Background: an optimization exercise with open tools, aiming at small area, a short achievable clock period and few clock cycles. Do not read the settings as production practice.
At most, simulation tests tie the RTL to the original design; equivalence was not proved.
No functional check of the RTL was part of run 3.
Power and IR drop assume default switching activity.

==> design/flow/design.v <==
module rce_codec (
    input  wire        clk,
    input  wire        rst,         
    input  wire        start,
    input  wire [31:0] cmd,
    input  wire [4:0]  ilen,
    input  wire        ib_we,
    input  wire [3:0]  ib_addr,
    input  wire [7:0]  ib_wdata,
    input  wire [6:0]  ob_addr,
    output wire [7:0]  ob_rdata,
    output wire        busy,
    output reg         done,
    output reg  [2:0]  err,
    output reg  [7:0]  olen,
    output reg  [7:0]  errchar,
    output reg  [3:0]  errpos
);
    localparam [2:0] ERR_OK      = 3'd0;
    localparam [2:0] ERR_BASE    = 3'd1;
    localparam [2:0] ERR_CHAR    = 3'd2;
    localparam [2:0] ERR_ILLEGAL = 3'd4;
    localparam [2:0] S_IDLE = 3'd0;
    localparam [2:0] S_FIN  = 3'd1;    
    localparam [2:0] S_DIV  = 3'd2;    
    localparam [2:0] S_P2   = 3'd3;    
    localparam [2:0] S_ZER  = 3'd4;    
    localparam [2:0] S_FLU  = 3'd5;    
    localparam [1:0] M_BYTE = 2'd0;
    localparam [1:0] M_NIB  = 2'd1;
    localparam [1:0] M_TWO  = 2'd2;
    localparam [1:0] M_ONE  = 2'd3;
    function [7:0] sym_for;
        input [6:0] d;
        begin
            if (d < 7'd10)       sym_for = 8'h30 + {1'b0, d};
            else if (d < 7'd36)  sym_for = 8'h61 + {1'b0, d} - 8'd10;
            else if (d < 7'd62)  sym_for = 8'h41 + {1'b0, d} - 8'd36;
            else if (d < 7'd77)  sym_for = 8'h21 + {1'b0, d} - 8'd62;
            else if (d < 7'd84)  sym_for = 8'h3A + {1'b0, d} - 8'd77;
            else if (d < 7'd90)  sym_for = 8'h5B + {1'b0, d} - 8'd84;
            else                 sym_for = 8'h7B + {1'b0, d} - 8'd90;
        end
    endfunction
    function [7:0] dig_for;
        input [7:0] c;
        begin
            case (c)
                8'h30: dig_for = 8'd0;
                8'h31: dig_for = 8'd1;
                8'h32: dig_for = 8'd2;
                8'h33: dig_for = 8'd3;
                8'h34: dig_for = 8'd4;
                8'h35: dig_for = 8'd5;
                8'h36: dig_for = 8'd6;
                8'h37: dig_for = 8'd7;
                8'h38: dig_for = 8'd8;
                8'h39: dig_for = 8'd9;
                8'h61: dig_for = 8'd10;
                8'h62: dig_for = 8'd11;
                8'h63: dig_for = 8'd12;
                8'h64: dig_for = 8'd13;
                8'h65: dig_for = 8'd14;
                8'h66: dig_for = 8'd15;
                8'h67: dig_for = 8'd16;
                8'h68: dig_for = 8'd17;
                8'h69: dig_for = 8'd18;
                8'h6a: dig_for = 8'd19;
                8'h6b: dig_for = 8'd20;
                8'h6c: dig_for = 8'd21;
                8'h6d: dig_for = 8'd22;
                8'h6e: dig_for = 8'd23;
                8'h6f: dig_for = 8'd24;
                8'h70: dig_for = 8'd25;
                8'h71: dig_for = 8'd26;
                8'h72: dig_for = 8'd27;
                8'h73: dig_for = 8'd28;
                8'h74: dig_for = 8'd29;
                8'h75: dig_for = 8'd30;
                8'h76: dig_for = 8'd31;
                8'h77: dig_for = 8'd32;
                8'h78: dig_for = 8'd33;
                8'h79: dig_for = 8'd34;
                8'h7a: dig_for = 8'd35;
                8'h41: dig_for = 8'd36;
                8'h42: dig_for = 8'd37;
                8'h43: dig_for = 8'd38;
                8'h44: dig_for = 8'd39;
                8'h45: dig_for = 8'd40;
                8'h46: dig_for = 8'd41;
                8'h47: dig_for = 8'd42;
                8'h48: dig_for = 8'd43;
                8'h49: dig_for = 8'd44;
                8'h4a: dig_for = 8'd45;
                8'h4b: dig_for = 8'd46;
                8'h4c: dig_for = 8'd47;
                8'h4d: dig_for = 8'd48;
                8'h4e: dig_for = 8'd49;
                8'h4f: dig_for = 8'd50;
                8'h50: dig_for = 8'd51;
                8'h51: dig_for = 8'd52;
                8'h52: dig_for = 8'd53;
                8'h53: dig_for = 8'd54;
                8'h54: dig_for = 8'd55;
                8'h55: dig_for = 8'd56;
                8'h56: dig_for = 8'd57;
                8'h57: dig_for = 8'd58;
                8'h58: dig_for = 8'd59;
                8'h59: dig_for = 8'd60;
                8'h5a: dig_for = 8'd61;
                8'h21: dig_for = 8'd62;
                8'h22: dig_for = 8'd63;
                8'h23: dig_for = 8'd64;
                8'h24: dig_for = 8'd65;
                8'h25: dig_for = 8'd66;
                8'h26: dig_for = 8'd67;
                8'h27: dig_for = 8'd68;
                8'h28: dig_for = 8'd69;
                8'h29: dig_for = 8'd70;
                8'h2a: dig_for = 8'd71;
                8'h2b: dig_for = 8'd72;
                8'h2c: dig_for = 8'd73;
                8'h2d: dig_for = 8'd74;
                8'h2e: dig_for = 8'd75;
                8'h2f: dig_for = 8'd76;
                8'h3a: dig_for = 8'd77;
                8'h3b: dig_for = 8'd78;
                8'h3c: dig_for = 8'd79;
                8'h3d: dig_for = 8'd80;
                8'h3e: dig_for = 8'd81;
                8'h3f: dig_for = 8'd82;
                8'h40: dig_for = 8'd83;
                8'h5b: dig_for = 8'd84;
                8'h5c: dig_for = 8'd85;
                8'h5d: dig_for = 8'd86;
                8'h5e: dig_for = 8'd87;
                8'h5f: dig_for = 8'd88;
                8'h60: dig_for = 8'd89;
                8'h7b: dig_for = 8'd90;
                8'h7c: dig_for = 8'd91;
                8'h7d: dig_for = 8'd92;
                8'h7e: dig_for = 8'd93;
                default: dig_for = 8'h80;
            endcase
        end
    endfunction
    function [7:0] hex_sym;
        input [3:0] d;
        begin
            case (d)
                4'd0: hex_sym = 8'h30;  4'd1: hex_sym = 8'h31;
                4'd2: hex_sym = 8'h32;  4'd3: hex_sym = 8'h33;
                4'd4: hex_sym = 8'h34;  4'd5: hex_sym = 8'h35;
                4'd6: hex_sym = 8'h36;  4'd7: hex_sym = 8'h37;
                4'd8: hex_sym = 8'h38;  4'd9: hex_sym = 8'h39;
                4'd10: hex_sym = 8'h61; 4'd11: hex_sym = 8'h62;
                4'd12: hex_sym = 8'h63; 4'd13: hex_sym = 8'h64;
                4'd14: hex_sym = 8'h65; default: hex_sym = 8'h66;
            endcase
        end
    endfunction
    function [9:0] ks9;          
        input [8:0] a;
        input [8:0] b;
        input       cin;
        reg   [8:0] p, g, pp, gg, c;
        integer i, d;
        begin
            p = a ^ b;
            g = a & b;
            g[0] = g[0] | (p[0] & cin);
            gg = g; pp = p;
            for (d = 1; d < 9; d = d * 2)
                for (i = 8; i >= d; i = i - 1) begin
                    gg[i] = gg[i] | (pp[i] & gg[i-d]);
                    pp[i] = pp[i] & pp[i-d];
                end
            c = {gg[7:0], cin};
            ks9 = {gg[8], p ^ c};
        end
    endfunction
    function [11:0] ks11;        
        input [10:0] a;
        input [10:0] b;
        reg   [10:0] p, g, pp, gg, c;
        integer i, d;
        begin
            p = a ^ b;
            g = a & b;
            gg = g; pp = p;
            for (d = 1; d < 11; d = d * 2)
                for (i = 10; i >= d; i = i - 1) begin
                    gg[i] = gg[i] | (pp[i] & gg[i-d]);
                    pp[i] = pp[i] & pp[i-d];
                end
            c = {gg[9:0], 1'b0};
            ks11 = {gg[10], p ^ c};
        end
    endfunction
    function [10:0] enc_step;    
        input [6:0] r;
        input [3:0] nib;
        input [6:0] b;
        input [8:0] b3;
        reg   [6:0] x;
        reg   [8:0] t;
        reg   [9:0] d1, d2, d3;
        reg   [3:0] qq;
        integer m;
        begin
            x = r;
            for (m = 1; m >= 0; m = m - 1) begin
                t  = {x, nib[2*m+1], nib[2*m]};
                d1 = ks9(t, ~{2'b00, b}, 1'b1);
                d2 = ks9(t, ~{1'b0, b, 1'b0}, 1'b1);
                d3 = ks9(t, ~b3, 1'b1);
                if (d3[9]) begin
                    qq[2*m +: 2] = 2'd3; x = d3[6:0];
                end else if (d2[9]) begin
                    qq[2*m +: 2] = 2'd2; x = d2[6:0];
                end else if (d1[9]) begin
                    qq[2*m +: 2] = 2'd1; x = d1[6:0];
                end else begin
                    qq[2*m +: 2] = 2'd0; x = t[6:0];
                end
            end
            enc_step = {qq, x};
        end
    endfunction
    function [10:0] dec_step;    
        input [3:0] r;
        input [6:0] d;
        input [6:0] b;
        input [8:0] b3;
        reg   [10:0] m0, m1, m2, sm, cy;
        reg   [11:0] x;
        begin
            case (r[1:0])
                2'd0: m0 = 11'd0;
                2'd1: m0 = {4'd0, b};
                2'd2: m0 = {3'd0, b, 1'b0};
                default: m0 = {2'd0, b3};
            endcase
            case (r[3:2])
                2'd0: m1 = 11'd0;
                2'd1: m1 = {2'd0, b, 2'b00};
                2'd2: m1 = {1'd0, b, 3'b000};
                default: m1 = {b3, 2'b00};
            endcase
            m2 = {4'd0, d};
            sm = m0 ^ m1 ^ m2;
            cy = (m0 & m1) | (m0 & m2) | (m1 & m2);
            x  = ks11(sm, {cy[9:0], 1'b0});
            dec_step = x[10:0];
        end
    endfunction
    localparam NS = 4;
    reg [7:0]   ibuf [0:15];
    reg [7:0]   acc  [0:15];
    reg [7:0]   st   [0:31];
    reg [2:0]   state;
    reg         is_dec;
    reg [6:0]   bse;
    reg [8:0]   bse3;        
    reg [1:0]   mode;
    reg [2:0]   pw;          
    reg [5:0]   ln;          
    reg [4:0]   zleft;       
    reg [7:0]   cnt;         
    reg         p1;          
    reg         s0_act;      
    reg [4:0]   idx;         
    reg [6:0]   r    [0:NS-1];   
    reg         allz [0:NS-1];   
    reg         pv   [1:NS-1];
    reg [6:0]   pq   [1:NS-1];
    reg [4:0]   pe   [1:NS-1];
    reg         pl   [1:NS-1];   
    reg         pz   [1:NS-1];   
    reg [3:0]   plo  [1:NS-1];   
    reg         pdz  [1:NS-1];   
    reg [4:0]   fnew;        
    reg         fin_rdy;     
    reg         go_r;        
    reg  [4:0]  e_r;         
    reg         pend_v;      
    reg  [7:0]  pend_d;
    reg [4:0]   fin_f;       
    reg [4:0]   nrem;
    reg [4:0]   bidx;
    reg [13:0]  bb;
    reg [3:0]   bc;
    assign busy = (state != S_IDLE);
    wire [7:0] rd_byte = st[ob_addr[4:0]];
    wire [1:0] rd_f    = ob_addr[6:5];
    reg  [3:0] rd_fld;
    always @(*) begin
        case (mode)
            M_NIB:   rd_fld = rd_f[0] ? rd_byte[7:4] : rd_byte[3:0];
            M_TWO:   rd_fld = {2'b00, rd_byte[{rd_f, 1'b1}], rd_byte[{rd_f, 1'b0}]};
            default: rd_fld = {3'b000, rd_byte[{1'b0, rd_f}]};
        endcase
    end
    assign ob_rdata = (mode == M_BYTE) ? rd_byte : hex_sym(rd_fld);
    wire [3:0]  c_opc  = cmd[31:28];
    wire [15:0] c_base = cmd[15:0];
    wire        c_ill  = (cmd[27:16] != 12'd0) || (c_opc > 4'd2) ||
                         (c_opc == 4'd0 && c_base != 16'd0);
    wire        c_nop  = (c_opc == 4'd0);
    wire        c_badb = (c_base < 16'd2) || (c_base > 16'd94);
    wire        c_dec  = (c_opc == 4'd2);
    wire [6:0]  c_b    = c_base[6:0];
    wire [7:0]  zch = c_dec ? 8'h30 : 8'h00;
    reg  [4:0]  lz;
    integer k;
    always @(*) begin
        lz = 5'd16;
        for (k = 15; k >= 0; k = k - 1)
            if (ibuf[k] != zch) lz = k;
    end
    wire [4:0]  c_z = (lz < ilen) ? lz : ilen;
    reg  [2:0]  c_pw;
    always @(*) begin
        case (c_b)
            7'd2:  c_pw = 3'd1;
            7'd4:  c_pw = 3'd2;
            7'd8:  c_pw = 3'd3;
            7'd16: c_pw = 3'd4;
            7'd32: c_pw = 3'd5;
            7'd64: c_pw = 3'd6;
            default: c_pw = 3'd0;
        endcase
    end
    wire [1:0]  c_mode = c_dec ? M_BYTE :
                         (c_b == 7'd2) ? M_ONE :
                         (c_b <= 7'd4) ? M_TWO :
                         (c_b <= 7'd16) ? M_NIB : M_BYTE;
    wire        in_div = (state == S_DIV);
    wire        l_run  = in_div && pv[NS-1];             
    wire        l_end  = l_run && pl[NS-1];              
    wire        s0_go = in_div && go_r;
    wire [4:0]  s0_e  = e_r;
    reg  [3:0]  s0_byte;     
    wire [7:0]  e_ib  = ibuf[s0_byte];
    wire [7:0]  e_ac  = acc[s0_byte];
    wire [7:0]  e_raw = p1 ? e_ib : e_ac;
    wire [3:0]  e_nib = (!is_dec && s0_e[0]) ? e_raw[3:0] : e_raw[7:4];
    wire [7:0]  dg_c  = dig_for(e_ib);
    wire [6:0]  e_dig = p1 ? dg_c[6:0] : e_ac[6:0];
    wire        bad_c = is_dec && p1 && s0_go && (dg_c[7] || (dg_c[6:0] >= bse));
    wire        s0_last = (s0_e == ln - 6'd1);
    reg         sv   [0:NS-1];    
    reg  [6:0]  sin  [0:NS-1];    
    reg  [4:0]  se   [0:NS-1];
    reg         sl   [0:NS-1];
    reg         sdz  [0:NS-1];    
    reg  [3:0]  slo  [0:NS-1];
    reg  [6:0]  sq   [0:NS-1];
    reg  [6:0]  srn  [0:NS-1];
    reg  [10:0] t_en, t_de;
    integer g;
    always @(*) begin
        for (g = 0; g < NS; g = g + 1) begin
            if (g == 0) begin
                sv[g]  = s0_go;
                sin[g] = is_dec ? e_dig : {3'd0, e_nib};
                se[g]  = s0_e;
                sl[g]  = s0_last;
                sdz[g] = 1'b0;
                slo[g] = 4'd0;
            end else begin
                sv[g]  = in_div && pv[g];
                sin[g] = pq[g];
                se[g]  = pe[g];
                sl[g]  = pl[g];
                sdz[g] = pz[g];
                slo[g] = plo[g];
            end
            t_en = enc_step(r[g], sin[g][3:0], bse, bse3);
            t_de = dec_step(r[g][3:0], sin[g], bse, bse3);
            sq[g]  = is_dec ? t_de[10:4] : {3'd0, t_en[10:7]};
            srn[g] = is_dec ? {3'd0, t_de[3:0]} : t_en[6:0];
        end
    end
    wire        lq_z   = (sq[NS-1] == 7'd0);
    wire        l_zero = allz[NS-1] && lq_z;        
    wire [4:0]  l_ff   = allz[NS-1] ? pe[NS-1] : fnew;
    wire        act_n   = s0_go ? !s0_last : s0_act;
    wire [4:0]  idx_n   = (s0_go && !s0_last) ? s0_e + 5'd1 : idx;
    wire        allzl_n = l_run ? (pl[NS-1] ? 1'b1 : (allz[NS-1] && lq_z)) : allz[NS-1];
    wire [4:0]  fnew_n  = (l_run && !pl[NS-1] && allz[NS-1]) ?
                          (lq_z ? pe[NS-1] + 5'd1 : pe[NS-1]) : fnew;
    wire        frdy_n  = s0_go ? 1'b0 : (l_end ? 1'b1 : fin_rdy);
    wire [4:0]  finf_n  = l_end ? l_ff : fin_f;
    wire        go_n    = act_n || !allzl_n || frdy_n;
    wire [4:0]  e_n     = act_n ? idx_n : (!allzl_n ? fnew_n : finf_n);
    wire        p_ld  = (bc < {1'b0, pw}) && (nrem != 5'd0);
    wire [7:0]  p_byt = ibuf[bidx[3:0]];
    wire [13:0] p_bbx = p_ld ? (bb | ({6'd0, p_byt} << bc)) : bb;
    wire [3:0]  p_bcx = p_ld ? bc + 4'd8 : bc;
    wire [4:0]  p_nr  = p_ld ? nrem - 5'd1 : nrem;
    reg  [6:0]  p_dig;
    always @(*) begin
        case (pw)
            3'd1: p_dig = {6'd0, p_bbx[0]};
            3'd2: p_dig = {5'd0, p_bbx[1:0]};
            3'd3: p_dig = {4'd0, p_bbx[2:0]};
            3'd4: p_dig = {3'd0, p_bbx[3:0]};
            3'd5: p_dig = {2'd0, p_bbx[4:0]};
            default: p_dig = {1'b0, p_bbx[5:0]};
        endcase
    end
    wire [13:0] p_bbn = p_bbx >> pw;
    wire [3:0]  p_bcn = (p_bcx > {1'b0, pw}) ? p_bcx - {1'b0, pw} : 4'd0;
    wire        p_more = (p_bbn != 14'd0) || (p_nr != 5'd0);
    reg         ins;
    reg  [7:0]  ins_d;       
    integer h;
    always @(*) begin
        ins   = 1'b0;
        ins_d = 8'd0;
        case (state)
            S_DIV, S_FLU: begin
                ins   = pend_v;
                ins_d = pend_d;
            end
            S_P2: begin
                ins   = 1'b1;
                ins_d = {1'b0, p_dig};
            end
            S_ZER: begin
                ins   = 1'b1;
                ins_d = 8'd0;
            end
            default: ;
        endcase
    end
    reg         emit;
    reg  [7:0]  emit_d;
    always @(*) begin
        emit   = 1'b0;
        emit_d = 8'd0;
        case (state)
            S_DIV: begin
                for (h = 0; h < NS; h = h + 1) begin
                    if (sv[h] && sl[h]) begin
                        if (!is_dec && !sdz[h]) begin
                            emit   = 1'b1;
                            emit_d = {1'b0, srn[h]};
                        end else if (is_dec && (h % 2 == 1) && !pdz[(h == 0) ? 1 : h]) begin
                            emit   = 1'b1;
                            emit_d = {srn[h][3:0], slo[h]};
                        end
                    end
                end
            end
            default: ;
        endcase
    end
    reg  [7:0]  ins_b;
    always @(*) begin
        case (mode)
            M_BYTE:  ins_b = is_dec ? ins_d : sym_for(ins_d[6:0]);
            M_NIB:   ins_b = {st[31][3:0], ins_d[3:0]};
            M_TWO:   ins_b = {st[31][5:0], ins_d[1:0]};
            default: ins_b = {st[31][6:0], ins_d[0]};
        endcase
    end
    integer s;
    always @(posedge clk) begin
        if (ins) begin
            st[0] <= ins_b;
            for (s = 1; s < 32; s = s + 1)
                st[s] <= st[s-1];
        end
    end
    always @(posedge clk) begin
        if (ib_we && !busy)
            ibuf[ib_addr] <= ib_wdata;
    end
    wire [3:0]  w_byte = is_dec ? pe[NS-1][3:0] : pe[NS-1][4:1];
    always @(posedge clk) begin
        if (l_run) begin
            if (is_dec)
                acc[w_byte][6:0] <= sq[NS-1];
            else if (pe[NS-1][0])
                acc[w_byte][3:0] <= sq[NS-1][3:0];
            else
                acc[w_byte][7:4] <= sq[NS-1][3:0];
        end
    end
    integer u;
    always @(posedge clk) begin
        if (rst || (state == S_IDLE)) begin
            for (u = 0; u < NS; u = u + 1) begin
                r[u]    <= 7'd0;
                allz[u] <= 1'b1;
            end
            for (u = 1; u < NS; u = u + 1)
                pv[u] <= 1'b0;
        end else if (in_div) begin
            for (u = 0; u < NS; u = u + 1) begin
                if (sv[u]) begin
                    if (sl[u]) begin
                        r[u]    <= 7'd0;
                        allz[u] <= 1'b1;
                    end else begin
                        r[u] <= srn[u];
                        if (sq[u] != 7'd0) allz[u] <= 1'b0;
                    end
                end
            end
            for (u = 1; u < NS; u = u + 1) begin
                pv[u] <= sv[u-1];
                pq[u] <= sq[u-1];
                pe[u] <= se[u-1];
                pl[u] <= sl[u-1];
                pz[u] <= allz[u-1] && (sq[u-1] == 7'd0);
                plo[u] <= srn[u-1][3:0];
                pdz[u] <= sdz[u-1];
            end
        end
    end
    wire [7:0] cnt_n = cnt + {7'd0, ins};
    always @(posedge clk) begin
        if (rst) begin
            state   <= S_IDLE;
            done    <= 1'b0;
            err     <= ERR_OK;
            olen    <= 8'd0;
            errchar <= 8'd0;
            errpos  <= 4'd0;
        end else begin
            case (state)
            S_IDLE: begin
                if (start) begin
                    done    <= 1'b0;
                    is_dec  <= c_dec;
                    bse     <= c_b;
                    bse3    <= {2'b00, c_b} + {1'b0, c_b, 1'b0};
                    ln      <= c_dec ? {1'b0, ilen} : {ilen, 1'b0};
                    idx     <= c_dec ? c_z : {c_z[3:0], 1'b0};
                    e_r     <= c_dec ? c_z : {c_z[3:0], 1'b0};
                    s0_byte <= c_z[3:0];
                    go_r    <= 1'b1;
                    pend_v  <= 1'b0;
                    s0_act  <= 1'b1;
                    p1      <= 1'b1;
                    fin_rdy <= 1'b0;
                    zleft   <= c_z;
                    cnt     <= 8'd0;
                    bb      <= 14'd0;
                    bc      <= 4'd0;
                    nrem    <= ilen - c_z;
                    bidx    <= ilen - 5'd1;
                    if (c_ill) begin
                        err     <= ERR_ILLEGAL;
                        errchar <= 8'd0;
                        errpos  <= 4'd0;
                        state   <= S_FIN;
                    end else if (c_nop) begin
                        err     <= ERR_OK;
                        errchar <= 8'd0;
                        errpos  <= 4'd0;
                        state   <= S_FIN;
                    end else if (c_badb) begin
                        err     <= ERR_BASE;
                        errchar <= 8'd0;
                        errpos  <= 4'd0;
                        olen    <= 8'd0;
                        state   <= S_FIN;
                    end else begin
                        mode    <= c_mode;
                        pw      <= c_pw;
                        if (c_z == ilen)
                            state <= (c_z == 5'd0) ? S_FIN : S_ZER;
                        else if (!c_dec && c_pw != 3'd0)
                            state <= S_P2;
                        else
                            state <= S_DIV;
                        err     <= ERR_OK;
                        errchar <= 8'd0;
                        errpos  <= 4'd0;
                        olen    <= 8'd0;
                    end
                end
            end
            S_FIN: begin
                done  <= 1'b1;
                state <= S_IDLE;
            end
            S_DIV: begin
                cnt     <= cnt_n;
                pend_v  <= emit;
                pend_d  <= emit_d;
                s0_act  <= act_n;
                idx     <= idx_n;
                fnew    <= fnew_n;
                fin_rdy <= frdy_n;
                fin_f   <= finf_n;
                go_r    <= go_n;
                e_r     <= e_n;
                s0_byte <= is_dec ? e_n[3:0] : e_n[4:1];
                if (s0_go && s0_last) p1 <= 1'b0;
                if (bad_c) begin
                    err     <= ERR_CHAR;
                    errchar <= e_ib;
                    errpos  <= s0_e[3:0];
                    olen    <= 8'd0;
                    done    <= 1'b1;
                    state   <= S_IDLE;
                end else if (l_end && l_zero) begin
                    state <= S_FLU;
                end
            end
            S_FLU: begin
                cnt <= cnt_n;
                if (zleft == 5'd0) begin
                    olen  <= cnt_n;
                    done  <= 1'b1;
                    state <= S_IDLE;
                end else
                    state <= S_ZER;
            end
            S_P2: begin
                cnt  <= cnt_n;
                bb   <= p_bbn;
                bc   <= p_bcn;
                nrem <= p_nr;
                if (p_ld) bidx <= bidx - 5'd1;
                if (!p_more) begin
                    if (zleft == 5'd0) begin
                        olen  <= cnt_n;
                        done  <= 1'b1;
                        state <= S_IDLE;
                    end else
                        state <= S_ZER;
                end
            end
            S_ZER: begin
                cnt   <= cnt_n;
                zleft <= zleft - 5'd1;
                if (zleft == 5'd1) begin
                    olen  <= cnt_n;
                    done  <= 1'b1;
                    state <= S_IDLE;
                end
            end
            default: state <= S_IDLE;
            endcase
        end
    end
endmodule
==> design/flow/run.sh <==
#!/bin/bash
# synth_recipe.tcl (not shown) runs the flow's synth.tcl, then flattens the netlist and writes it again
# the make line also repeats each setting of config.mk as NAME=value (left out here)
make -C /OpenROAD-flow-scripts/flow DESIGN_CONFIG=/design/flow/config.mk WORK_HOME=/design/flow/orfs CLKGATE_MAP_FILE= SYNTH_SCRIPT=/design/flow/synth_recipe.tcl finish
==> design/flow/config.mk <==
export PLATFORM = sky130hd
export DESIGN_NAME = rce_codec
export DESIGN_NICKNAME = rce_codec
export VERILOG_FILES = /design/flow/design.v
export SDC_FILE = /design/flow/constraint.sdc
export NUM_CORES = 4
export LEC_CHECK = 0
export CAP_MARGIN = 20
export CORE_MARGIN = 2
export CORE_UTILIZATION = 40
export PLACE_DENSITY = 0.6
export SETUP_SLACK_MARGIN = 2
export SLEW_MARGIN = 20
==> design/flow/constraint.sdc <==
create_clock -name core_clock -period 12.0 [get_ports {clk}]
set_input_delay 2.4000 -clock core_clock [delete_from_list [all_inputs] [get_ports {clk}]]
set_output_delay 2.4000 -clock core_clock [all_outputs]
set_load 0.01 [all_outputs]
==> impl_metrics.xml, run 1 <==
<?xml version="1.0" encoding="UTF-8"?>
<metrics>
  <group name="setup_path">
    <metric name="reg2reg_depth" unit="">34</metric>
    <metric name="timing.critical_path.from" unit="">ob_addr[3]</metric>
    <metric name="worst_ep_required" unit="ns">9.60</metric>
    <metric name="arrival" unit="ns">7.32</metric>
    <metric name="crit-reg2reg-capture" unit="">pend_d[0]$_DFFE_PP_</metric>
    <metric name="crit_path_start_kind" unit="">input port</metric>
    <metric name="worstSetupEndpointType" unit="">output pin</metric>
    <metric name="crit_path_end" unit="">ob_rdata[1]</metric>
    <metric name="cp_max_fo" unit="">16</metric>
    <metric name="reg2reg_slack" unit="ns">2.69</metric>
    <metric name="critical_path_class" unit="">in -&gt; out</metric>
  </group>
  <group name="timing">
    <metric name="period_share" unit="%">81.0</metric>
    <metric name="finalClockSkew" unit="ns">0.0477</metric>
    <metric name="worst_slew_pin_slew" unit="ns">1.17</metric>
    <metric name="timing.setup.tns" unit="ns">0</metric>
    <metric name="fin_ws" unit="ns">2.28</metric>
    <metric name="final_report_max_slew_violation_count" unit="">0</metric>
    <metric name="final-setup-viol-count" unit="">0</metric>
    <metric name="grt_setup_unrepaired" unit="">false</metric>
    <metric name="slew-limit-headroom" unit="%">19.8</metric>
    <metric name="finalCriticalPeriod" unit="ns">9.72</metric>
    <metric name="maxClockFrequency" unit="MHz">103</metric>
    <metric name="hold_viol" unit="">0</metric>
    <metric name="timing.hold.ws" unit="ns">0.419</metric>
  </group>
  <group name="die">
    <metric name="start_util" unit="%">40.2</metric>
    <metric name="num_io_pins" unit="">93</metric>
    <metric name="design.die.area" unit="mm2">0.123</metric>
    <metric name="rows" unit="">127</metric>
    <metric name="die_width" unit="um">350</metric>
    <metric name="core_area" unit="mm2">0.119</metric>
    <metric name="die_height" unit="um">350</metric>
  </group>
  <group name="route">
    <metric name="drt_iter0_drc" unit="">4891</metric>
    <metric name="vias_per_cell" unit="">6.10</metric>
    <metric name="met1_length" unit="um">67100</metric>
    <metric name="drt_pass1_iterations" unit="">7</metric>
    <metric name="drt-wirelength-per-cell" unit="um">24.1</metric>
    <metric name="highest-signal-layer" unit="">met4</metric>
    <metric name="drc_violation_count_after_routing" unit="">0</metric>
    <metric name="met2_layer_wire_length_in_the_routed_design" unit="um">66600</metric>
    <metric name="routed-via-count" unit="">38406</metric>
    <metric name="antenna_violating_nets_left" unit="">0</metric>
    <metric name="wl_met3" unit="um">12600</metric>
    <metric name="totalWireLength" unit="um">152000</metric>
  </group>
  <group name="clock_network">
    <metric name="post_cts_resize_count" unit="">0</metric>
    <metric name="cts.path.max_buffers" unit="">3</metric>
    <metric name="number_of_post_cts_setup_repair_buffers" unit="">0</metric>
    <metric name="clk_sink_count" unit="">737</metric>
    <metric name="tritoncts" unit="">built</metric>
    <metric name="clock_latency_on_the_worst_skew_pair" unit="ns">0.70</metric>
    <metric name="clk_pin_slew" unit="ns">0.06</metric>
    <metric name="holdBufCountCts" unit="">0</metric>
    <metric name="cts_made_buffers" unit="">82</metric>
    <metric name="clock-root-buffer" unit="">sky130_fd_sc_hd__clkbuf_16</metric>
    <metric name="cts_max_level" unit="">3</metric>
  </group>
  <group name="layout">
    <metric name="mostFrequentLayoutCells" unit="">sky130_fd_sc_hd__edfxtp_1, sky130_fd_sc_hd__nand2_1, sky130_fd_sc_hd__nor2_1, sky130_fd_sc_hd__ha_1, sky130_fd_sc_hd__o21ai_0</metric>
    <metric name="synthToLayoutAreaGrowth" unit="%">11.4</metric>
    <metric name="nNetsFinal" unit="">5023</metric>
    <metric name="finalCoreUtilization" unit="%">44.8</metric>
    <metric name="post-route-cell-area" unit="mm2">0.0535</metric>
    <metric name="final_cell_count_no_fill" unit="">6298</metric>
    <metric name="mostFrequentLayoutCell" unit="">sky130_fd_sc_hd__edfxtp_1</metric>
    <metric name="antennaDiodeCount" unit="">0</metric>
    <metric name="drive_above_1_share" unit="%">8.49</metric>
  </group>
  <group name="grt">
    <metric name="first_global_vias" unit="">36394</metric>
    <metric name="grt_max_degree" unit="">87</metric>
    <metric name="wire_length_of_the_first_global_routing_pass" unit="um">227000</metric>
    <metric name="antenna_found_initial" unit="">0</metric>
    <metric name="grt_overflow" unit="">0</metric>
    <metric name="gr_util_all_layers" unit="%">24.1</metric>
  </group>
  <group name="yosys">
    <metric name="synthFlopType" unit="">sky130_fd_sc_hd__edfxtp_1</metric>
    <metric name="synth_warnings" unit="">19</metric>
    <metric name="synthesis.area" unit="mm2">0.0480</metric>
    <metric name="netlist_instances" unit="">4574</metric>
    <metric name="mappedNetlistNets" unit="">4978</metric>
    <metric name="synth-seq-cells" unit="">737</metric>
    <metric name="yosysUniqueCellTypes" unit="">97</metric>
    <metric name="yosysSeqAreaShare" unit="%">44.6</metric>
    <metric name="number_of_synthesized_flops_with_an_enable_pin" unit="">667</metric>
    <metric name="syn_avg_cell_area" unit="um2">10.5</metric>
    <metric name="async_reset_ff_share" unit="%">0</metric>
  </group>
  <group name="min_path">
    <metric name="timing.hold.worst_path_depth" unit="">0</metric>
    <metric name="hold_path_class" unit="">reg -&gt; reg</metric>
  </group>
  <group name="placement">
    <metric name="dp_worst_setup_slack" unit="ns">2.20</metric>
    <metric name="routabilityCongestion" unit="">0.943</metric>
    <metric name="detailedPlacementHpwl" unit="um">110000</metric>
    <metric name="placement.io_buffers" unit="">92</metric>
    <metric name="postPlaceCellArea" unit="mm2">0.0507</metric>
    <metric name="place.detailed.instances" unit="">6147</metric>
  </group>
  <group name="pwr">
    <metric name="peakVddDrop" unit="V">0.000117</metric>
    <metric name="power_leakage" unit="nW">19.7</metric>
    <metric name="powerDensity" unit="mW/mm2">115</metric>
    <metric name="power.total" unit="mW">6.13</metric>
  </group>
  <group name="run_status">
    <metric name="result_of_the_run" unit="">finished clean</metric>
  </group>
  <group name="job">
    <metric name="max_cap_viol_count" unit="">0</metric>
  </group>
</metrics>
## sequential cells by signal, summed over array words and instances, names as in the netlist, 5 cells and up, named ones only
name     count
fnew         5
st         256
r           28
bb          14
zleft        5
ibuf       128
e_r          5
errchar      8
pend_d       8
nrem         5
pe          15
bse3         9
ln           6
pq          21
bse          6
cnt          8
idx          5
olen         8
acc        128
fin_f        5
plo          8
## Yosys cell counts, drive strengths merged, types with 23 or more instances
cell,n,area [um2]
a22oi,157,1180
xor2,46,403
a21oi,256,1280
or3,43,269
clkbuf,160,601
dfxtp,70,1400
mux2,44,503
a211oi,51,395
nand4,37,231
a22o,66,578
fa,43,861
a21o,75,563
nor2,386,1450
a21boi,32,240
a31oi,44,275
o31ai,23,178
mux2i,124,1240
ha,301,3770
nor3,111,578
edfxtp,667,20000
o21ai,275,1380
nand2,372,1400
a2111oi,25,256
nand2b,60,375
o21a,56,420
nor2b,84,526
buf,37,189
mux4,88,1980
inv,196,736
and3,29,181
and2,37,231
nor4,30,194
xnor2,95,832
nand3,138,691
or4,25,191
o211ai,33,248
## critical path: stages
cell and delay, ns:
sky130_fd_sc_hd__clkdlybuf4s50_1 0.75, sky130_fd_sc_hd__or3b_2 0.56, sky130_fd_sc_hd__nor2_1 0.60, sky130_fd_sc_hd__a22oi_1 0.19, sky130_fd_sc_hd__nand2_1 0.12, sky130_fd_sc_hd__nor4_1 0.06, sky130_fd_sc_hd__a21oi_1 0.29, sky130_fd_sc_hd__a22oi_1 0.11
sky130_fd_sc_hd__o221a_2 0.28, sky130_fd_sc_hd__a221oi_1 0.20, sky130_fd_sc_hd__a31oi_1 0.13, sky130_fd_sc_hd__ha_1 0.34, sky130_fd_sc_hd__nor2_1 0.11, sky130_fd_sc_hd__a211oi_1 0.06, sky130_fd_sc_hd__a211oi_1 0.30, sky130_fd_sc_hd__a21o_1 0.22
sky130_fd_sc_hd__clkdlybuf4s50_1 0.57
## layer usage
| layer | GRT usage [%] | up-vias |
|---|---|---|
| li1 | - | 17568 |
| met1 | 34.4 | 18761 |
| met2 | 37.0 | 1790 |
| met3 | 4.05 | 287 |
| met4 | 8.36 | 0 |
| met5 | 0 | - |
## area by class of cell
cell class | count | area [um2]
clock buffer | 100 | 2160
clock inverter | 51 | 562
fill | 11329 | 66000
inverter | 200 | 751
multi-input combinational | 3440 | 25100
sequential | 737 | 21400
tap | 1612 | 2020
timing repair buffer | 158 | 1420
## report_power, final
| part | total [mW] | leakage (nW) | switching [mW] | internal [mW] |
|---|---|---|---|---|
| Clock | 2.57 | 1.32 | 1.10 | 1.47 |
| Combinational | 0.723 | 11.8 | 0.447 | 0.276 |
| Sequential | 2.84 | 6.60 | 0.0384 | 2.80 |
| Total | 6.13 | 19.7 | 1.58 | 4.55 |
## kinds of logic (layout without fill, tap and decap cells)
group                      after synthesis  after routing  synth area share, %
and+or+nand+nor                       1422           1422                 14.3
buffers and inverters                  397            509                 3.21
adders and majority gates              344            344                 9.63
AOI/OAI and AO/OA                     1277           1277                 17.9
xor gates and xnor gates               141            141                 2.57
DFF                                    737            737                 44.6
muxes                                  256            256                 7.76
## worst min-delay path by stage
stage,startpoint,to,slack [ns]
after detailed placement,pe[2][0]$_DFFE_PP_,pe[3][0]$_DFFE_PP_,0.41
after floorplan,pe[1][0]$_DFFE_PP_,pe[2][0]$_DFFE_PP_,0.40
after global placement,pe[2][0]$_DFFE_PP_,pe[3][0]$_DFFE_PP_,0.40
after global routing,pe[1][0]$_DFFE_PP_,pe[2][0]$_DFFE_PP_,0.42
final,pe[1][1]$_DFFE_PP_,pe[2][1]$_DFFE_PP_,0.42
after CTS,pe[2][0]$_DFFE_PP_,pe[3][0]$_DFFE_PP_,0.42
Testbench counts, summed over its fixed seeds: cycles 16,898.
==> run 2: changes to the inputs <==
--- a/design/flow/config.mk
+++ b/design/flow/config.mk
@@ -9,5 +9,5 @@
 export CORE_MARGIN = 2
 export CORE_UTILIZATION = 40
 export PLACE_DENSITY = 0.6
-export SETUP_SLACK_MARGIN = 2
+export SETUP_SLACK_MARGIN = 3.5
 export SLEW_MARGIN = 20
==> run 2 against run 1 <==
Net effect:
- first-iteration DRC count is 8.7% lower
- flip-flop and latch count stayed put
- clock skew grew 0.0022 ns
- worst hold slack worse by 0.0033 ns
- area after synthesis stayed put
- die area unchanged
- sequential power about the same
- synthesized cell count unchanged
- non-clock buffer count up 45
- setup slack gained 1.4 ns
- sequential share of layout area fell by 0.85 points
- largest cell class unchanged
- largest power group unchanged
==> impl_metrics.xml, run 2 <==
<?xml version="1.0" encoding="UTF-8"?>
<metrics>
  <group name="run_status">
    <metric name="result_of_the_run" unit="">finished clean</metric>
  </group>
  <group name="setup_path">
    <metric name="reg2reg_slack" unit="ns">3.89</metric>
    <metric name="cp_max_fo" unit="">8</metric>
    <metric name="worstPathCellList" unit="">clkbuf_4, or2_4, nor2_2, a22oi_1, nand2_1, nor4_2, a21oi_1, mux4_2, a22oi_1, nand2b_2, ha_1, inv_1, nor2_1, o31ai_2, clkdlybuf4s50_1</metric>
    <metric name="critical_path_class" unit="">in -&gt; out</metric>
    <metric name="worstSetupEndpointType" unit="">output pin</metric>
    <metric name="arrival" unit="ns">5.90</metric>
    <metric name="critical-path-max-stage-delay" unit="ns">0.60</metric>
    <metric name="crit_top_cell" unit="">sky130_fd_sc_hd__a22oi_1</metric>
    <metric name="crit_path_start_kind" unit="">input port</metric>
    <metric name="worst_ep_required" unit="ns">9.60</metric>
    <metric name="crit_path_top_delay_cell" unit="">sky130_fd_sc_hd__clkdlybuf4s50_1</metric>
  </group>
  <group name="yosys">
    <metric name="number_of_synthesized_flops_with_an_enable_pin" unit="">667</metric>
    <metric name="synth-seq-cells" unit="">737</metric>
    <metric name="netlist_instances" unit="">4574</metric>
    <metric name="syn_avg_cell_area" unit="um2">10.5</metric>
    <metric name="mappedNetlistNets" unit="">4978</metric>
    <metric name="synth_top_cells_by_area" unit="">sky130_fd_sc_hd__edfxtp_1, sky130_fd_sc_hd__ha_1, sky130_fd_sc_hd__mux4_2, sky130_fd_sc_hd__nor2_1, sky130_fd_sc_hd__dfxtp_1</metric>
    <metric name="yosysUniqueCellTypes" unit="">97</metric>
    <metric name="synth.most_common_cell" unit="">sky130_fd_sc_hd__edfxtp_1</metric>
    <metric name="synth_warnings" unit="">19</metric>
    <metric name="async_reset_ff_share" unit="%">0</metric>
    <metric name="synthFlopType" unit="">sky130_fd_sc_hd__edfxtp_1</metric>
    <metric name="netlist.area_leader.share" unit="%">41.7</metric>
    <metric name="synthesis.area" unit="mm2">0.0480</metric>
    <metric name="yosysSeqAreaShare" unit="%">44.6</metric>
    <metric name="post-synth-top-area-cell" unit="">sky130_fd_sc_hd__edfxtp_1</metric>
    <metric name="synth.top_cells.by_count" unit="">sky130_fd_sc_hd__edfxtp_1, sky130_fd_sc_hd__nor2_1, sky130_fd_sc_hd__nand2_1</metric>
  </group>
  <group name="timing">
    <metric name="hold_viol" unit="">0</metric>
    <metric name="finalCriticalPeriod" unit="ns">8.30</metric>
    <metric name="fin_ws" unit="ns">3.70</metric>
    <metric name="maxClockFrequency" unit="MHz">120</metric>
    <metric name="worst_slew_pin_slew" unit="ns">1.24</metric>
    <metric name="timing.setup.tns" unit="ns">0</metric>
    <metric name="grt_setup_unrepaired" unit="">true</metric>
    <metric name="period_share" unit="%">69.2</metric>
    <metric name="final-setup-viol-count" unit="">0</metric>
    <metric name="final_report_max_slew_violation_count" unit="">0</metric>
    <metric name="slew-limit-headroom" unit="%">16.3</metric>
    <metric name="finalClockSkew" unit="ns">0.0498</metric>
  </group>
  <group name="layout">
    <metric name="drive_above_1_share" unit="%">11.1</metric>
    <metric name="largestRegisters" unit="">st x256, acc x128, ibuf x128</metric>
    <metric name="final_cell_count_no_fill" unit="">6348</metric>
    <metric name="mostFrequentLayoutCells" unit="">sky130_fd_sc_hd__edfxtp_1, sky130_fd_sc_hd__nand2_1, sky130_fd_sc_hd__nor2_1, sky130_fd_sc_hd__ha_1, sky130_fd_sc_hd__o21ai_0</metric>
    <metric name="nNetsFinal" unit="">5072</metric>
    <metric name="mostFrequentLayoutCell" unit="">sky130_fd_sc_hd__edfxtp_1</metric>
    <metric name="largest_register_ff_count" unit="">256</metric>
    <metric name="finalCoreUtilization" unit="%">45.7</metric>
    <metric name="synthToLayoutAreaGrowth" unit="%">13.8</metric>
    <metric name="registers.top_by_ff_count" unit="">st</metric>
  </group>
  <group name="clock_network">
    <metric name="clk_sink_count" unit="">737</metric>
    <metric name="clock_latency_on_the_worst_skew_pair" unit="ns">0.71</metric>
    <metric name="clock-root-buffer" unit="">sky130_fd_sc_hd__clkbuf_16</metric>
    <metric name="cts_max_level" unit="">3</metric>
    <metric name="holdBufCountCts" unit="">0</metric>
    <metric name="cts_made_buffers" unit="">83</metric>
    <metric name="cts.path.max_buffers" unit="">3</metric>
    <metric name="clk_pin_slew" unit="ns">0.06</metric>
    <metric name="tritoncts" unit="">built</metric>
  </group>
  <group name="die">
    <metric name="die_width" unit="um">350</metric>
    <metric name="core_area" unit="mm2">0.119</metric>
    <metric name="die_height" unit="um">350</metric>
    <metric name="num_io_pins" unit="">93</metric>
    <metric name="rows" unit="">127</metric>
    <metric name="start_util" unit="%">40.2</metric>
    <metric name="design.die.area" unit="mm2">0.123</metric>
  </group>
  <group name="placement">
    <metric name="detailedPlacementHpwl" unit="um">110000</metric>
    <metric name="dp_worst_setup_slack" unit="ns">2.22</metric>
    <metric name="placement.io_buffers" unit="">92</metric>
    <metric name="routabilityCongestion" unit="">0.955</metric>
    <metric name="place.detailed.instances" unit="">6144</metric>
  </group>
  <group name="route">
    <metric name="drc_violation_count_after_routing" unit="">0</metric>
    <metric name="totalWireLength" unit="um">154000</metric>
    <metric name="routed-via-count" unit="">38666</metric>
    <metric name="antenna_violating_nets_left" unit="">0</metric>
    <metric name="drt_iter0_drc" unit="">4466</metric>
    <metric name="drt-wirelength-per-cell" unit="um">24.2</metric>
    <metric name="vias_per_cell" unit="">6.09</metric>
    <metric name="drt_pass1_iterations" unit="">7</metric>
  </group>
  <group name="grt">
    <metric name="grt_overflow" unit="">0</metric>
    <metric name="gr_util_all_layers" unit="%">24.4</metric>
    <metric name="first_global_vias" unit="">36959</metric>
    <metric name="wire_length_of_the_first_global_routing_pass" unit="um">231000</metric>
    <metric name="grt_max_degree" unit="">168</metric>
    <metric name="antenna_found_initial" unit="">4</metric>
  </group>
  <group name="pwr">
    <metric name="power.total" unit="mW">6.23</metric>
    <metric name="peakVddDrop" unit="V">0.000104</metric>
    <metric name="powerDensity" unit="mW/mm2">114</metric>
    <metric name="power_leakage" unit="nW">20.1</metric>
  </group>
  <group name="job">
    <metric name="max_cap_viol_count" unit="">0</metric>
  </group>
  <group name="min_path">
    <metric name="hold_path_class" unit="">reg -&gt; reg</metric>
  </group>
</metrics>
[run 2: cell counts after synthesis]
Identical to the previous run, type by type.
[run 2: cell families after synthesis]
kind of cell	synth area share, %
buffers and inverters	3.21
multiplexers	7.76
XOR/XNOR	2.57
AND/OR/NAND/NOR	14.3
AO/OA/AOI/OAI	17.9
flip-flops	44.6
adder cells (fa/ha/maj)	9.63
[run 2: through the flow]
| step | cell area [um2] | hold slack, ns |
|---|---|---|
| floorplan | 48000 | 0.400 |
| global placement | 50700 | 0.402 |
| global route | 54600 | 0.420 |
| finish | 54600 | 0.416 |
| detailed placement | 50700 | 0.405 |
| CTS | 54100 | 0.415 |
[run 2: report_power, final]
part           internal (mW)  switching (mW)
clock network           1.51            1.12
logic                  0.299           0.468
registers               2.80          0.0349
total                   4.61            1.63
[run 2: cell type report]
cell class	instances	area [um2]
sequential	737	21400
clock buffer	103	2260
tap	1612	2020
multi-input combinational	3443	25700
fill	11033	64900
antenna	2	5.00
inverter	200	762
clock inverter	48	552
timing repair buffer	203	1870
[run 2: final timing paths]
path                       from                   to  cells past startpoint
min          pe[1][4]$_DFFE_PP_   pe[2][4]$_DFFE_PP_                      0
min reg2reg  pe[1][4]$_DFFE_PP_   pe[2][4]$_DFFE_PP_                      0
max                  ob_addr[0]          ob_rdata[2]                     15
max reg2reg           flip-flop  pend_d[3]$_DFFE_PP_                     33
[run 2: repair_timing]
item,in CTS,in global routing
pin swaps,7,4
endpoints found under the setup margin,41,41
setup buffers,21,26
gates resized for setup,133,55
cloned,0,3
[run 2: metal layers]
layer	routed length, um	track usage, %	part of all wire [%]
met4	5660	9.09	3.7
met1	66600	34.3	43
met3	12400	3.82	8.1
met2	68900	38.0	45
met5	35	0	0.023
[run 2: critical path, delay by kind of cell]
family	cells	cell delay [ns]
AOI/OAI and AO/OA	4	0.86
adders and majority gates	1	0.21
buffers and inverters	3	0.84
muxes	1	0.30
and+or+nand+nor	6	1.28
==> run 3: changes to the inputs <==
--- a/design/flow/design.v
+++ b/design/flow/design.v
@@ -268,8 +268,6 @@
     reg [4:0]   zleft;       
     reg [7:0]   cnt;         
     reg         p1;          
-    reg         s0_act;      
-    reg [4:0]   idx;         
     reg [6:0]   r    [0:NS-1];   
     reg         allz [0:NS-1];   
     reg         pv   [1:NS-1];
@@ -283,8 +281,12 @@
     reg         fin_rdy;     
     reg         go_r;        
     reg  [4:0]  e_r;         
-    reg         pend_v;      
-    reg  [7:0]  pend_d;
+    reg         last_r;      
+    reg  [6:0]  ev;          
+    reg         ev_bad;      
+    reg         em_v;        
+    reg  [NS-1:0] em_s;      
+    reg         fr   [0:NS-1];   
     reg [4:0]   fin_f;       
     reg [4:0]   nrem;
     reg [4:0]   bidx;
@@ -338,17 +340,11 @@
     wire        in_div = (state == S_DIV);
     wire        l_run  = in_div && pv[NS-1];             
     wire        l_end  = l_run && pl[NS-1];              
-    wire        s0_go = in_div && go_r;
-    wire [4:0]  s0_e  = e_r;
-    reg  [3:0]  s0_byte;     
-    wire [7:0]  e_ib  = ibuf[s0_byte];
-    wire [7:0]  e_ac  = acc[s0_byte];
-    wire [7:0]  e_raw = p1 ? e_ib : e_ac;
-    wire [3:0]  e_nib = (!is_dec && s0_e[0]) ? e_raw[3:0] : e_raw[7:4];
-    wire [7:0]  dg_c  = dig_for(e_ib);
-    wire [6:0]  e_dig = p1 ? dg_c[6:0] : e_ac[6:0];
-    wire        bad_c = is_dec && p1 && s0_go && (dg_c[7] || (dg_c[6:0] >= bse));
-    wire        s0_last = (s0_e == ln - 6'd1);
+    wire        s0_go   = in_div && go_r;
+    wire [4:0]  s0_e    = e_r;
+    wire        s0_last = last_r;
+    wire        bad_c   = s0_go && ev_bad;
+    wire [7:0]  e_ib    = ibuf[e_r[3:0]];
     reg         sv   [0:NS-1];    
     reg  [6:0]  sin  [0:NS-1];    
     reg  [4:0]  se   [0:NS-1];
@@ -363,7 +359,7 @@
         for (g = 0; g < NS; g = g + 1) begin
             if (g == 0) begin
                 sv[g]  = s0_go;
-                sin[g] = is_dec ? e_dig : {3'd0, e_nib};
+                sin[g] = ev;
                 se[g]  = s0_e;
                 sl[g]  = s0_last;
                 sdz[g] = 1'b0;
@@ -376,8 +372,8 @@
                 sdz[g] = pz[g];
                 slo[g] = plo[g];
             end
-            t_en = enc_step(r[g], sin[g][3:0], bse, bse3);
-            t_de = dec_step(r[g][3:0], sin[g], bse, bse3);
+            t_en = enc_step(fr[g] ? 7'd0 : r[g], sin[g][3:0], bse, bse3);
+            t_de = dec_step(fr[g] ? 4'd0 : r[g][3:0], sin[g], bse, bse3);
             sq[g]  = is_dec ? t_de[10:4] : {3'd0, t_en[10:7]};
             srn[g] = is_dec ? {3'd0, t_de[3:0]} : t_en[6:0];
         end
@@ -385,15 +381,25 @@
     wire        lq_z   = (sq[NS-1] == 7'd0);
     wire        l_zero = allz[NS-1] && lq_z;        
     wire [4:0]  l_ff   = allz[NS-1] ? pe[NS-1] : fnew;
-    wire        act_n   = s0_go ? !s0_last : s0_act;
-    wire [4:0]  idx_n   = (s0_go && !s0_last) ? s0_e + 5'd1 : idx;
-    wire        allzl_n = l_run ? (pl[NS-1] ? 1'b1 : (allz[NS-1] && lq_z)) : allz[NS-1];
+    wire        seq_n   = s0_go && !s0_last;
+    wire        rs_n    = !seq_n && (!allz[NS-1] || fin_rdy);
+    wire        go_n    = seq_n || rs_n;
+    wire [4:0]  e_n     = seq_n ? s0_e + 5'd1 : (!allz[NS-1] ? fnew : fin_f);
+    wire        last_n  = ({1'b0, e_n} == ln - 6'd1);
+    wire        p1_n    = (s0_go && s0_last) ? 1'b0 : p1;
     wire [4:0]  fnew_n  = (l_run && !pl[NS-1] && allz[NS-1]) ?
                           (lq_z ? pe[NS-1] + 5'd1 : pe[NS-1]) : fnew;
-    wire        frdy_n  = s0_go ? 1'b0 : (l_end ? 1'b1 : fin_rdy);
+    wire        frdy_n  = go_n ? 1'b0 : (l_end ? 1'b1 : fin_rdy);
     wire [4:0]  finf_n  = l_end ? l_ff : fin_f;
-    wire        go_n    = act_n || !allzl_n || frdy_n;
-    wire [4:0]  e_n     = act_n ? idx_n : (!allzl_n ? fnew_n : finf_n);
+    wire [3:0]  f_byte = is_dec ? e_n[3:0] : e_n[4:1];
+    wire [7:0]  f_ib   = ibuf[f_byte];
+    wire [7:0]  f_ac   = acc[f_byte];
+    wire [7:0]  f_raw  = p1_n ? f_ib : f_ac;
+    wire [3:0]  f_nib  = e_n[0] ? f_raw[3:0] : f_raw[7:4];
+    wire [7:0]  f_dg   = dig_for(f_ib);
+    wire [6:0]  f_dig  = p1_n ? f_dg[6:0] : f_ac[6:0];
+    wire [6:0]  ev_n   = is_dec ? f_dig : {3'd0, f_nib};
+    wire        evb_n  = is_dec && p1_n && (f_dg[7] || (f_dg[6:0] >= bse));
     wire        p_ld  = (bc < {1'b0, pw}) && (nrem != 5'd0);
     wire [7:0]  p_byt = ibuf[bidx[3:0]];
     wire [13:0] p_bbx = p_ld ? (bb | ({6'd0, p_byt} << bc)) : bb;
@@ -421,8 +427,8 @@
         ins_d = 8'd0;
         case (state)
             S_DIV, S_FLU: begin
-                ins   = pend_v;
-                ins_d = pend_d;
+                ins   = em_v;
+                ins_d = em_d;
             end
             S_P2: begin
                 ins   = 1'b1;
@@ -435,27 +441,18 @@
             default: ;
         endcase
     end
-    reg         emit;
-    reg  [7:0]  emit_d;
+    reg  [NS-1:0] emit;
     always @(*) begin
-        emit   = 1'b0;
-        emit_d = 8'd0;
-        case (state)
-            S_DIV: begin
-                for (h = 0; h < NS; h = h + 1) begin
-                    if (sv[h] && sl[h]) begin
-                        if (!is_dec && !sdz[h]) begin
-                            emit   = 1'b1;
-                            emit_d = {1'b0, srn[h]};
-                        end else if (is_dec && (h % 2 == 1) && !pdz[(h == 0) ? 1 : h]) begin
-                            emit   = 1'b1;
-                            emit_d = {srn[h][3:0], slo[h]};
-                        end
-                    end
-                end
-            end
-            default: ;
-        endcase
+        for (h = 0; h < NS; h = h + 1)
+            emit[h] = (state == S_DIV) && sv[h] && sl[h] &&
+                      (is_dec ? ((h % 2 == 1) && !pdz[(h == 0) ? 1 : h]) : !sdz[h]);
+    end
+    reg  [7:0]  em_d;
+    always @(*) begin
+        em_d = 8'd0;
+        for (h = 0; h < NS; h = h + 1)
+            if (em_s[h])
+                em_d = em_d | (is_dec ? {r[h][3:0], plo[(h == 0) ? 1 : h]} : {1'b0, r[h]});
     end
     reg  [7:0]  ins_b;
     always @(*) begin
@@ -495,19 +492,19 @@
             for (u = 0; u < NS; u = u + 1) begin
                 r[u]    <= 7'd0;
                 allz[u] <= 1'b1;
+                fr[u]   <= 1'b1;
             end
             for (u = 1; u < NS; u = u + 1)
                 pv[u] <= 1'b0;
         end else if (in_div) begin
             for (u = 0; u < NS; u = u + 1) begin
                 if (sv[u]) begin
-                    if (sl[u]) begin
-                        r[u]    <= 7'd0;
+                    r[u]  <= srn[u];
+                    fr[u] <= sl[u];
+                    if (sl[u])
                         allz[u] <= 1'b1;
-                    end else begin
-                        r[u] <= srn[u];
-                        if (sq[u] != 7'd0) allz[u] <= 1'b0;
-                    end
+                    else if (sq[u] != 7'd0)
+                        allz[u] <= 1'b0;
                 end
             end
             for (u = 1; u < NS; u = u + 1) begin
@@ -516,7 +513,7 @@
                 pe[u] <= se[u-1];
                 pl[u] <= sl[u-1];
                 pz[u] <= allz[u-1] && (sq[u-1] == 7'd0);
-                plo[u] <= srn[u-1][3:0];
+                if (sv[u-1] && sl[u-1]) plo[u] <= srn[u-1][3:0];
                 pdz[u] <= sdz[u-1];
             end
         end
@@ -539,14 +536,11 @@
                     bse     <= c_b;
                     bse3    <= {2'b00, c_b} + {1'b0, c_b, 1'b0};
                     ln      <= c_dec ? {1'b0, ilen} : {ilen, 1'b0};
-                    idx     <= c_dec ? c_z : {c_z[3:0], 1'b0};
-                    e_r     <= c_dec ? c_z : {c_z[3:0], 1'b0};
-                    s0_byte <= c_z[3:0];
-                    go_r    <= 1'b1;
-                    pend_v  <= 1'b0;
-                    s0_act  <= 1'b1;
+                    fin_f   <= c_dec ? c_z : {c_z[3:0], 1'b0};
+                    go_r    <= 1'b0;
+                    em_v    <= 1'b0;
                     p1      <= 1'b1;
-                    fin_rdy <= 1'b0;
+                    fin_rdy <= 1'b1;
                     zleft   <= c_z;
                     cnt     <= 8'd0;
                     bb      <= 14'd0;
@@ -591,17 +585,17 @@
             end
             S_DIV: begin
                 cnt     <= cnt_n;
-                pend_v  <= emit;
-                pend_d  <= emit_d;
-                s0_act  <= act_n;
-                idx     <= idx_n;
+                em_v    <= |emit;
+                em_s    <= emit;
                 fnew    <= fnew_n;
                 fin_rdy <= frdy_n;
                 fin_f   <= finf_n;
                 go_r    <= go_n;
                 e_r     <= e_n;
-                s0_byte <= is_dec ? e_n[3:0] : e_n[4:1];
-                if (s0_go && s0_last) p1 <= 1'b0;
+                last_r  <= last_n;
+                ev      <= ev_n;
+                ev_bad  <= evb_n;
+                p1      <= p1_n;
                 if (bad_c) begin
                     err     <= ERR_CHAR;
                     errchar <= e_ib;
--- a/design/flow/config.mk
+++ b/design/flow/config.mk
@@ -9,5 +9,5 @@
 export CORE_MARGIN = 2
 export CORE_UTILIZATION = 40
 export PLACE_DENSITY = 0.6
-export SETUP_SLACK_MARGIN = 3.5
+export SETUP_SLACK_MARGIN = 4.5
 export SLEW_MARGIN = 20
==> run 3 against run 2 <==
Net effect:
- still clean
- sequential power about the same
- final area up 4.1%
- maximum frequency up 2.7%
- combinational power up 3.7%
- global-route usage up 1.4 points
- clock skew down 0.0015 ns
- setup slack better by 0.22 ns
- core utilization up 0.22 points
- sequential share of layout area down 1.5 points
- highest routed layer unchanged
==> impl_metrics.xml, run 3 <==
<?xml version="1.0" encoding="UTF-8"?>
<metrics>
  <group name="job">
    <metric name="max_cap_viol_count" unit="">0</metric>
  </group>
  <group name="clock_network">
    <metric name="clk_sink_count" unit="">740</metric>
    <metric name="tritoncts" unit="">built</metric>
    <metric name="clock-root-buffer" unit="">sky130_fd_sc_hd__clkbuf_16</metric>
    <metric name="cts.path.max_buffers" unit="">3</metric>
    <metric name="cts_made_buffers" unit="">82</metric>
    <metric name="clock_latency_on_the_worst_skew_pair" unit="ns">0.70</metric>
    <metric name="clk_pin_slew" unit="ns">0.06</metric>
    <metric name="cts_max_level" unit="">3</metric>
  </group>
  <group name="layout">
    <metric name="largestRegisters" unit="">st x256, acc x128, ibuf x128</metric>
    <metric name="mostFrequentLayoutCell" unit="">sky130_fd_sc_hd__edfxtp_1</metric>
    <metric name="post-route-cell-area" unit="mm2">0.0569</metric>
    <metric name="final_cell_count_no_fill" unit="">6758</metric>
    <metric name="nNetsFinal" unit="">5458</metric>
    <metric name="drive_above_1_share" unit="%">12.0</metric>
    <metric name="registers.top_by_ff_count" unit="">st</metric>
    <metric name="largest_register_ff_count" unit="">256</metric>
    <metric name="antennaDiodeCount" unit="">0</metric>
    <metric name="synthToLayoutAreaGrowth" unit="%">13.9</metric>
    <metric name="mostFrequentLayoutCells" unit="">sky130_fd_sc_hd__edfxtp_1, sky130_fd_sc_hd__nand2_1, sky130_fd_sc_hd__nor2_1, sky130_fd_sc_hd__ha_1, sky130_fd_sc_hd__o21ai_0</metric>
  </group>
  <group name="yosys">
    <metric name="async_reset_ff_share" unit="%">0</metric>
    <metric name="mappedNetlistNets" unit="">5389</metric>
    <metric name="number_of_synthesized_flops_with_an_enable_pin" unit="">666</metric>
    <metric name="synth.most_common_cell" unit="">sky130_fd_sc_hd__edfxtp_1</metric>
    <metric name="netlist.area_leader.share" unit="%">40.0</metric>
    <metric name="yosysUniqueCellTypes" unit="">114</metric>
    <metric name="netlist_instances" unit="">4983</metric>
    <metric name="synth_top_cells_by_area" unit="">sky130_fd_sc_hd__edfxtp_1, sky130_fd_sc_hd__ha_1, sky130_fd_sc_hd__nand2_1, sky130_fd_sc_hd__mux2i_1, sky130_fd_sc_hd__nor2_1</metric>
    <metric name="synth-seq-cells" unit="">740</metric>
    <metric name="yosysSeqAreaShare" unit="%">43.0</metric>
    <metric name="synth.top_cells.by_count" unit="">sky130_fd_sc_hd__edfxtp_1, sky130_fd_sc_hd__nand2_1, sky130_fd_sc_hd__nor2_1</metric>
    <metric name="syn_avg_cell_area" unit="um2">10.0</metric>
    <metric name="synthFlopType" unit="">sky130_fd_sc_hd__edfxtp_1</metric>
    <metric name="synth_warnings" unit="">20</metric>
    <metric name="post-synth-top-area-cell" unit="">sky130_fd_sc_hd__edfxtp_1</metric>
    <metric name="synthesis.area" unit="mm2">0.0500</metric>
  </group>
  <group name="grt">
    <metric name="first_global_vias" unit="">39375</metric>
    <metric name="grt_max_degree" unit="">176</metric>
    <metric name="antenna_found_initial" unit="">1</metric>
    <metric name="grt_overflow" unit="">0</metric>
    <metric name="wire_length_of_the_first_global_routing_pass" unit="um">250000</metric>
    <metric name="gr_util_all_layers" unit="%">25.8</metric>
  </group>
  <group name="pwr">
    <metric name="comb_power_share" unit="%">12.7</metric>
    <metric name="powerDensity" unit="mW/mm2">110</metric>
    <metric name="power.total" unit="mW">6.26</metric>
    <metric name="p_switching" unit="mW">1.65</metric>
    <metric name="peakVddDrop" unit="V">0.000108</metric>
    <metric name="p_sw_share" unit="%">26.4</metric>
    <metric name="int_pwr" unit="mW">4.60</metric>
    <metric name="portion_of_total_power_attributed_to_sequential_cells" unit="%">45.5</metric>
    <metric name="power_leakage" unit="nW">21.0</metric>
    <metric name="clock_power_share" unit="%">41.8</metric>
  </group>
  <group name="setup_path">
    <metric name="crit_path_start_kind" unit="">input port</metric>
    <metric name="arrival" unit="ns">5.68</metric>
    <metric name="worstPathCellList" unit="">buf_12, and3b_2, buf_6, nand3_2, nand4_1, or4_1, o32a_1, nor2_1, a211oi_2, o22a_1, a31oi_1, o211ai_1, buf_4, ha_2, a211oi_2, a211oi_2, a21o_1, buf_2</metric>
    <metric name="critical_path_class" unit="">in -&gt; out</metric>
    <metric name="crit_top_cell" unit="">sky130_fd_sc_hd__a211oi_2</metric>
    <metric name="crit_path_top_delay_cell" unit="">sky130_fd_sc_hd__o32a_1</metric>
    <metric name="timing.critical_path.from" unit="">ob_addr[1]</metric>
    <metric name="r2r_start" unit="">allz[3]$_SDFFE_PP1P_</metric>
    <metric name="critical-path-max-stage-delay" unit="ns">0.43</metric>
    <metric name="worstSetupEndpointType" unit="">output pin</metric>
    <metric name="worst_ep_required" unit="ns">9.60</metric>
    <metric name="cp_max_fo" unit="">7</metric>
  </group>
  <group name="route">
    <metric name="drc_violation_count_after_routing" unit="">0</metric>
    <metric name="routed-via-count" unit="">41830</metric>
    <metric name="drt-wirelength-per-cell" unit="um">25.1</metric>
    <metric name="met1_length" unit="um">72800</metric>
    <metric name="drt_pass1_iterations" unit="">7</metric>
    <metric name="totalWireLength" unit="um">170000</metric>
    <metric name="antenna_violating_nets_left" unit="">0</metric>
    <metric name="drt_iter0_drc" unit="">4890</metric>
    <metric name="vias_per_cell" unit="">6.19</metric>
    <metric name="wl_met3" unit="um">14500</metric>
    <metric name="met2_layer_wire_length_in_the_routed_design" unit="um">74800</metric>
    <metric name="highest-signal-layer" unit="">met5</metric>
  </group>
  <group name="min_path">
    <metric name="worstHoldStart" unit="">pe[1][3]$_DFFE_PP_</metric>
    <metric name="hold_path_class" unit="">reg -&gt; reg</metric>
  </group>
  <group name="placement">
    <metric name="placement.io_buffers" unit="">92</metric>
    <metric name="detailedPlacementHpwl" unit="um">120000</metric>
    <metric name="routabilityCongestion" unit="">0.979</metric>
    <metric name="place.detailed.instances" unit="">6516</metric>
    <metric name="postPlaceCellArea" unit="mm2">0.0525</metric>
  </group>
  <group name="die">
    <metric name="start_util" unit="%">40.4</metric>
    <metric name="design.die.area" unit="mm2">0.128</metric>
    <metric name="rows" unit="">129</metric>
    <metric name="core_area" unit="mm2">0.124</metric>
    <metric name="die_width" unit="um">357</metric>
    <metric name="die_height" unit="um">357</metric>
    <metric name="num_io_pins" unit="">93</metric>
  </group>
  <group name="timing">
    <metric name="timing.setup.tns" unit="ns">0</metric>
    <metric name="final-setup-viol-count" unit="">0</metric>
    <metric name="grt_setup_unrepaired" unit="">true</metric>
    <metric name="maxClockFrequency" unit="MHz">124</metric>
    <metric name="period_share" unit="%">67.4</metric>
    <metric name="finalCriticalPeriod" unit="ns">8.08</metric>
    <metric name="hold_viol" unit="">0</metric>
    <metric name="timing.hold.ws" unit="ns">0.418</metric>
    <metric name="slew-limit-headroom" unit="%">29.4</metric>
    <metric name="worst_slew_pin_slew" unit="ns">1.06</metric>
    <metric name="final_report_max_slew_violation_count" unit="">0</metric>
    <metric name="finalClockSkew" unit="ns">0.0484</metric>
  </group>
  <group name="run_status">
    <metric name="result_of_the_run" unit="">finished clean</metric>
  </group>
</metrics>
## run 3: changes by cell type in the layout (fill, tap and decap cells not counted), moves of 18 or more
cell                       previous run  this run
sky130_fd_sc_hd__a311oi_1             6        34
sky130_fd_sc_hd__mux4_2              88        48
sky130_fd_sc_hd__a22oi_1            157       124
sky130_fd_sc_hd__a221oi_1            14        41
sky130_fd_sc_hd__nand3_1            137       207
sky130_fd_sc_hd__and3_1              29        47
sky130_fd_sc_hd__mux2i_1            119       171
sky130_fd_sc_hd__nor2_1             348       399
sky130_fd_sc_hd__nor3_1             107        88
sky130_fd_sc_hd__buf_6                2        21
sky130_fd_sc_hd__nand2_1            370       525
sky130_fd_sc_hd__buf_4              104       127
sky130_fd_sc_hd__a22o_1              66        37
## run 3: critical path, delay by kind of cell
family | cells | cell delay [ns]
AO/OA/AOI/OAI | 8 | 1.52
adder cells (fa/ha/maj) | 1 | 0.17
buffers and inverters | 4 | 0.58
AND/OR/NAND/NOR | 5 | 1.00
## run 3: worst paths after layout
kind / to / slack [ns] / cells after the start
worst min register to register: pe[2][3]$_DFFE_PP_ / 0.42 / 0
worst min-delay path: pe[2][3]$_DFFE_PP_ / 0.42 / 0
worst max register to register: ev_bad$_DFFE_PP_ / 4.82 / 24
worst max-delay path: ob_rdata[1] / 3.92 / 18
## run 3: logic make-up (layout without fill, tap and decap cells)
kind of cell | count (synthesis) | count (layout) | share of synthesized area (%)
AND/OR/NAND/NOR | 1731 | 1732 | 16.6
AO/OA/AOI/OAI | 1279 | 1279 | 17.8
flip-flops | 740 | 740 | 43.0
buffers and inverters | 455 | 592 | 3.64
adder cells (fa/ha/maj) | 346 | 346 | 9.31
multiplexers | 285 | 285 | 7.09
XOR/XNOR | 147 | 147 | 2.58
## run 3: layout make-up
| class | count | area (um2) |
|---|---|---|
| Timing Repair inverter | 1 | 8.76 |
| Timing Repair Buffer | 247 | 2330 |
| Clock buffer | 99 | 2190 |
| Fill cell | 11532 | 66900 |
| Sequential cell | 740 | 21500 |
| Multi-Input combinational cell | 3789 | 27500 |
| Tap cell | 1637 | 2050 |
| Clock inverter | 54 | 576 |
| Inverter | 191 | 737 |
## run 3: metal layers
layer  vias to the layer above  GRT usage [%]
met5                         -              0
met1                     20310           35.9
li1                      18990              -
met4                         2           10.9
met2                      2105           39.5
met3                       423           4.47
## run 3: timing repair
item | CTS | global route
hold buffers | 0 | 0
gates cloned | 7 | 1
setup endpoints to repair | 17 | 42
setup buffers | 48 | 31
gates resized for setup | 219 | 56
pin swaps | 45 | 21
## run 3: power groups by stage
| stage | registers (mW) | clock network [mW] | logic (mW) |
|---|---|---|---|
| final | 2.85 | 2.61 | 0.795 |
| after global routing | 2.85 | 2.74 | 0.856 |
| after CTS | 2.85 | 2.66 | 0.761 |
| after detailed placement | 2.90 | 0 | 0.726 |
| after global placement | 2.90 | 0 | 0.720 |
| after floorplan | 2.87 | 0 | 0.504 |
## run 3: metrics by stage
step | utilization, % | setup slack (ns)
after detailed placement | 42.4 | 1.75
after global routing | 45.9 | 3.78
after CTS | 45.5 | 3.92
after global placement | 42.4 | 1.94
final | 45.9 | 3.92
after floorplan | - | 4.14

## re-timing with driven ports
How much do the figures lean on ideal ports? The routed layouts below were timed once more, with nothing changed but the port constraints. Step 1 (the two cells are an assumption about what drives the block):
set clk [get_ports {clk}]
set_driving_cell -lib_cell sky130_fd_sc_hd__clkbuf_16 $clk
set_driving_cell -lib_cell sky130_fd_sc_hd__buf_2 [delete_from_list [all_inputs] $clk]
Step 2 adds t to the input delays and takes it off the output delays; t is the mean of the earliest and latest rising clock arrival at the registers after step 1. Input paths then give back, and output paths get back, about the clock's delay inside the block. Three values: ideal ports, drivers, drivers and shift; two values: the first two.
run	t, ns	slack for setup (ns)	hold WS [ns]	latest minus earliest clock arrival (ns)	worst data-port slew with drivers (ns)
run 1	0.750	2.282 / 2.257 / 2.257	0.419 / 0.419 / 0.419	0.048 / 0.048	0.09
run 2	0.757	3.696 / 3.676 / 3.325	0.416 / 0.416 / 0.416	0.052 / 0.052	0.07
run 3	0.752	3.916 / 3.745 / 3.745	0.418 / 0.418 / 0.418	0.049 / 0.050	0.17
After both steps setup and hold are still met in every run listed. The setup slack of run 2, which loses most, moves by -0.020 ns with the drivers and by -0.371 ns with both steps.
